This is an optimization exercise on Yosys and OpenROAD, whose aim is small area, not a production implementation.
Only simulation tests tie the RTL to the original design; equivalence was not proved.
Power is estimated from default activity; no workload was simulated.

==> flow/design.v <==
module ccsds_rx (
    input  wire        clk,
    input  wire        rst,             
    input  wire        in_valid,
    input  wire [7:0]  in_byte,
    input  wire        in_kind,         
    input  wire [8:0]  in_blen,         
    output reg         out_valid,
    output reg  [7:0]  out_byte,
    output reg         out_vc,          
    output reg         done,
    output wire [1:0]  status,          
    output wire        frame_kind,
    output wire [8:0]  frame_len,
    output wire [7:0]  data_len,
    output wire [15:0] ecf,
    output wire        bp_type,
    output wire [6:0]  bp_apid,
    output wire        bp_ecf_flag,
    output wire [3:0]  tf_tfvn,
    output wire [15:0] tf_scid,
    output wire        tf_sdid,
    output wire [5:0]  tf_vcid,
    output wire [3:0]  tf_mapid,
    output wire        tf_end_flag,
    output wire        tf_bypass,
    output wire        tf_command,
    output wire        tf_ocf,
    output wire [2:0]  tf_vc_length,
    output wire [2:0]  tf_constr_rule,
    output wire [4:0]  tf_protocol_id
);
    reg         in_frame;
    reg         kind;
    reg  [8:0]  q;              
    reg  [8:0]  flen;           
    reg  [8:0]  blen;           
    reg         lenerr;
    reg         miss;           
    reg  [1:0]  ph;             
    reg  [15:0] crc;
    reg  [7:0]  h0, h1, h2, h3; 
    reg  [5:0]  h6;             
    reg  [7:0]  hdf;            
    localparam [1:0] PH_BODY = 2'd0, PH_T2 = 2'd1, PH_AFTER = 2'd2;
    wire acc  = in_valid && in_frame;
    wire p0   = (q == 9'd1);
    wire p1   = (q == 9'd2);
    wire p3   = (q == 9'd4);
    wire p4   = (q == 9'd5);
    wire p5   = (q == 9'd6);
    wire p6   = (q == 9'd7);
    wire early = (q[8:2] == 7'd0) && q[1:0] != 2'd3;    
    wire trunc = h3[0];                       
    wire bp_e  = h3[7];                       
    wire [2:0] v = h6[2:0];
    wire [8:0]  qi   = q + 9'd1;
    wire        t1   = (qi == flen) && !early && !(p5 && kind && !trunc) && ph == PH_BODY;
    wire        t2   = (ph == PH_T2);                               
    wire        le   = kind && trunc;
    wire        sel_lo = le ? t1 : t2;
    wire [7:0]  d    = (sel_lo ? crc[7:0] : crc[15:8]) ^ in_byte;
    wire [7:0]  t    = {d[7:4], d[3:0] ^ d[7:4]};
    wire [15:0] crc_next = {crc[7:0], 8'h00} ^ {t[3:0], 12'h000} ^ {3'b000, t, 5'b00000} ^ {8'h00, t};
    wire [7:0] b = in_byte;
    wire [3:0] vq = 4'd8 + {1'b0, v};        
    wire [2:0] vx     = p6 ? b[2:0] : v;
    wire [8:0] dsub   = !kind ? {6'd0, bp_e, !bp_e, 1'b0} : trunc ? 9'd7 : 9'd10 + {6'd0, vx};
    wire [9:0] dl     = {1'b0, flen} - {1'b0, dsub};
    wire       dl_borrow = dl[9];
    reg last, lerr_now, pay, vc;
    always @(*) begin
        last = 1'b0; lerr_now = 1'b0; pay = 1'b0; vc = 1'b0;
        if (p0 ? !in_kind : !kind) begin
            if (p1) begin
                if (b[6:0] < {4'd0, b[7], !b[7], 1'b0} || b[6:0] == 7'd2)
                    last = 1'b1;
                if (b[6:0] < {4'd0, b[7], !b[7], 1'b0})
                    lerr_now = 1'b1;
            end
            if (t2) last = 1'b1;
            pay = !early && !(bp_e && (t1 || t2));
        end else begin
            if (p0 ? (in_blen == 9'd1) : (q == blen)) last = 1'b1;
            if (p0 && in_blen[8:2] == 7'd0) lerr_now = 1'b1;
            if (p3 && (blen[8:3] == 6'd0 && blen[2:0] != 3'd7)) lerr_now = 1'b1;
            if (p3 && b[0] && blen[8] && blen[7:0] != 8'd0) lerr_now = 1'b1;
            if (p4 && !trunc && b[7:1] != 7'd0) lerr_now = 1'b1;
            if (p5 && !trunc && flen[8] && b != 8'd0) lerr_now = 1'b1;
            if (p6 && !trunc && (dl_borrow || flen > blen)) lerr_now = 1'b1;
            if (trunc) begin
                pay = (q[8:3] != 6'd0 || q[2:0] > 3'd5) && ph == PH_BODY && !t1;
            end else if (q[8:3] != 6'd0) begin
                vc  = q[8:4] == 5'd0 && q[3:0] < vq;
                pay = vc || ((q[8:4] != 5'd0 || q[3:0] > vq) && ph == PH_BODY && !t1);
            end
        end
    end
    wire hdr_sh = p0 || p1 || ((p0 ? in_kind : kind) && (q[8:2] == 7'd0 || p3));
    wire df_here = kind && (trunc ? p4 : (q[8:4] == 5'd0 && q[3:0] == vq && q[3]));
    always @(posedge clk) begin
        if (rst) begin
            ph        <= 2'd0;
            in_frame  <= 1'b0;
            out_valid <= 1'b0;
            done      <= 1'b0;
        end else begin
            out_valid <= acc && pay && !lenerr;
            done      <= acc && last;
            if (in_valid && !in_frame) begin
                if (b == 8'h1D && ph == 2'd3) begin
                    in_frame <= 1'b1;
                    ph       <= PH_BODY;
                end else if ((b == 8'hCF && ph == 2'd1) || (b == 8'hFC && ph == 2'd2))
                    ph <= ph + 2'd1;
                else if (b == 8'h1A)
                    ph <= 2'd1;
                else
                    ph <= 2'd0;
            end
            if (acc) begin
                if (t1 || (p1 && !kind && b[6:0] == 7'd3))
                    ph <= PH_T2;
                if (t2)
                    ph <= PH_AFTER;
                if (last) begin
                    in_frame <= 1'b0;
                    ph       <= 2'd0;
                end
            end
        end
        out_byte <= in_byte;
        out_vc   <= vc;
        if (!in_frame) begin
            q      <= 9'd1;
            lenerr <= 1'b0;
            miss   <= 1'b0;
            crc    <= 16'h0000;
        end else if (in_valid) begin
            q <= qi;
            if (p0) begin
                kind <= in_kind;
                blen <= in_blen;
                flen <= in_blen;
            end
            if (hdr_sh) begin
                h3 <= b; h2 <= h3; h1 <= h2; h0 <= h1;
            end
            if (p1 && !kind)
                flen <= {2'b00, b[6:0]};
            if (p4 && kind && !trunc)
                flen[8] <= b[0];
            if (p5 && kind && !trunc)
                flen[7:0] <= b;
            if (p6) h6 <= {b[7:6], b[3:0]};
            if (df_here) hdf <= b;
            if (lerr_now) lenerr <= 1'b1;
            if (ph == PH_BODY && !t1)
                crc <= crc_next;
            if ((t1 || t2) && d != 8'h00)
                miss <= 1'b1;
        end
    end
    wire check = kind || bp_e;
    assign status     = {!lenerr && check && miss, lenerr};
    assign frame_kind = kind;
    assign frame_len  = flen;
    assign ecf        = crc;
    assign data_len   = dl[7:0];
    assign bp_type        = h2[7];
    assign bp_apid        = h2[6:0];
    assign bp_ecf_flag    = h3[7];
    assign tf_tfvn        = h0[7:4];
    assign tf_scid        = {h0[3:0], h1, h2[7:4]};
    assign tf_sdid        = h2[3];
    assign tf_vcid        = {h2[2:0], h3[7:5]};
    assign tf_mapid       = h3[4:1];
    assign tf_end_flag    = h3[0];
    assign tf_bypass      = h6[5];
    assign tf_command     = h6[4];
    assign tf_ocf         = h6[3];
    assign tf_vc_length   = h6[2:0];
    assign tf_constr_rule = hdf[7:5];
    assign tf_protocol_id = hdf[4:0];
endmodule
export LEC_CHECK = 0
export CAP_MARGIN = 20
export CORE_MARGIN = 2
export CORE_UTILIZATION = 40
export SLEW_MARGIN = 20
create_clock -name core_clock -period 6.0 [get_ports {clk}]
standard.sh (not shown) runs the stock make flow with config.mk's settings and CLKGATE_MAP_FILE= SYNTH_SCRIPT=/design/flow/synth_recipe.tcl, a recipe that flattens the netlist after the stock synthesis.
==> flow/flow/run.sh <==
#!/bin/bash
# Standard layout with these changes: synthesis maps adders with the rest of the
# logic through an area-oriented ABC script (flow/abc.script); the port buffers
# are made of the smallest buffer cell; the clock tree uses clkbuf_8 and no
# dummy loads.
set -euo pipefail
W=$(pwd)
rm -rf "$W/scripts_abc"
cp -r "$FLOW_HOME/scripts" "$W/scripts_abc"
cp "$W/flow/abc.script" "$W/scripts_abc/abc_speed.script"
bash standard.sh SCRIPTS_DIR="$W/scripts_abc" ADDER_MAP_FILE= synth > synth.log 2>&1
bash standard.sh BUFFER_PORTS_ARGS="-buffer_cell sky130_fd_sc_hd__buf_1" \
    CTS_ARGS="-sink_clustering_enable -repair_clock_nets -buf_list sky130_fd_sc_hd__clkbuf_8 -dont_use_dummy_load" \
    finish > layout.log 2>&1
==> flow/flow/abc.script <==
strash
&get -n
&deepsyn -T 30
&dch -f
&nf -R 1000
&put
topo
The starting point went through all stages and came out clean.
Edit:
--- a/flow/design.v
+++ b/flow/design.v
@@ -54,9 +54,9 @@
     wire trunc = h3[0];                       
     wire bp_e  = h3[7];                       
     wire [2:0] v = h6[2:0];
     wire [8:0]  qi   = q + 9'd1;
-    wire        t1   = (qi == flen) && !early && !(p5 && kind && !trunc) && ph == PH_BODY;
+    wire        t1   = (qi == flen) && !early && ph == PH_BODY;    
     wire        t2   = (ph == PH_T2);                               
     wire        le   = kind && trunc;
     wire        sel_lo = le ? t1 : t2;
     wire [7:0]  d    = (sel_lo ? crc[7:0] : crc[15:8]) ^ in_byte;
Effect: The new run completed without violations. Via count came out higher by 4.6%. Combinational power climbs by about 0.8%. Cell area hardly moves. Power goes down by 0.32%. Routed wire length rises by about 4.6%. Core utilization fell by 0.29 points. Area after synthesis stays flat. Clock skew shrinks by 0.0086 ns.

separate check: timing with driven ports:
How much do the figures lean on ideal ports? The routed layouts below were timed once more, with nothing changed but the port constraints.
Step 1: set_driving_cell puts a clkbuf_16 on clk and a buf_2 on each other input, an assumption about the parent block.
Step 2 moves the port delays by t, midway between the first and last clock arrival at a register: inputs arrive t later, outputs are due t later. That takes back most of the time a late clock gives input paths.
Slacks: ideal / step 1 / step 2; pairs: ideal / step 1.
run	shift t [ns]	setup slack, ns	worst setup path at the end	clock arrival spread, ns	worst register clock-pin slew, ns
the first run	0.410	0.703 / 0.669 / 1.042	input to output	0.042 / 0.042	0.11 / 0.11
the second run	0.412	0.569 / 0.534 / 0.732	input to output	0.033 / 0.033	0.11 / 0.11
After both steps setup and hold are still met in every run listed.
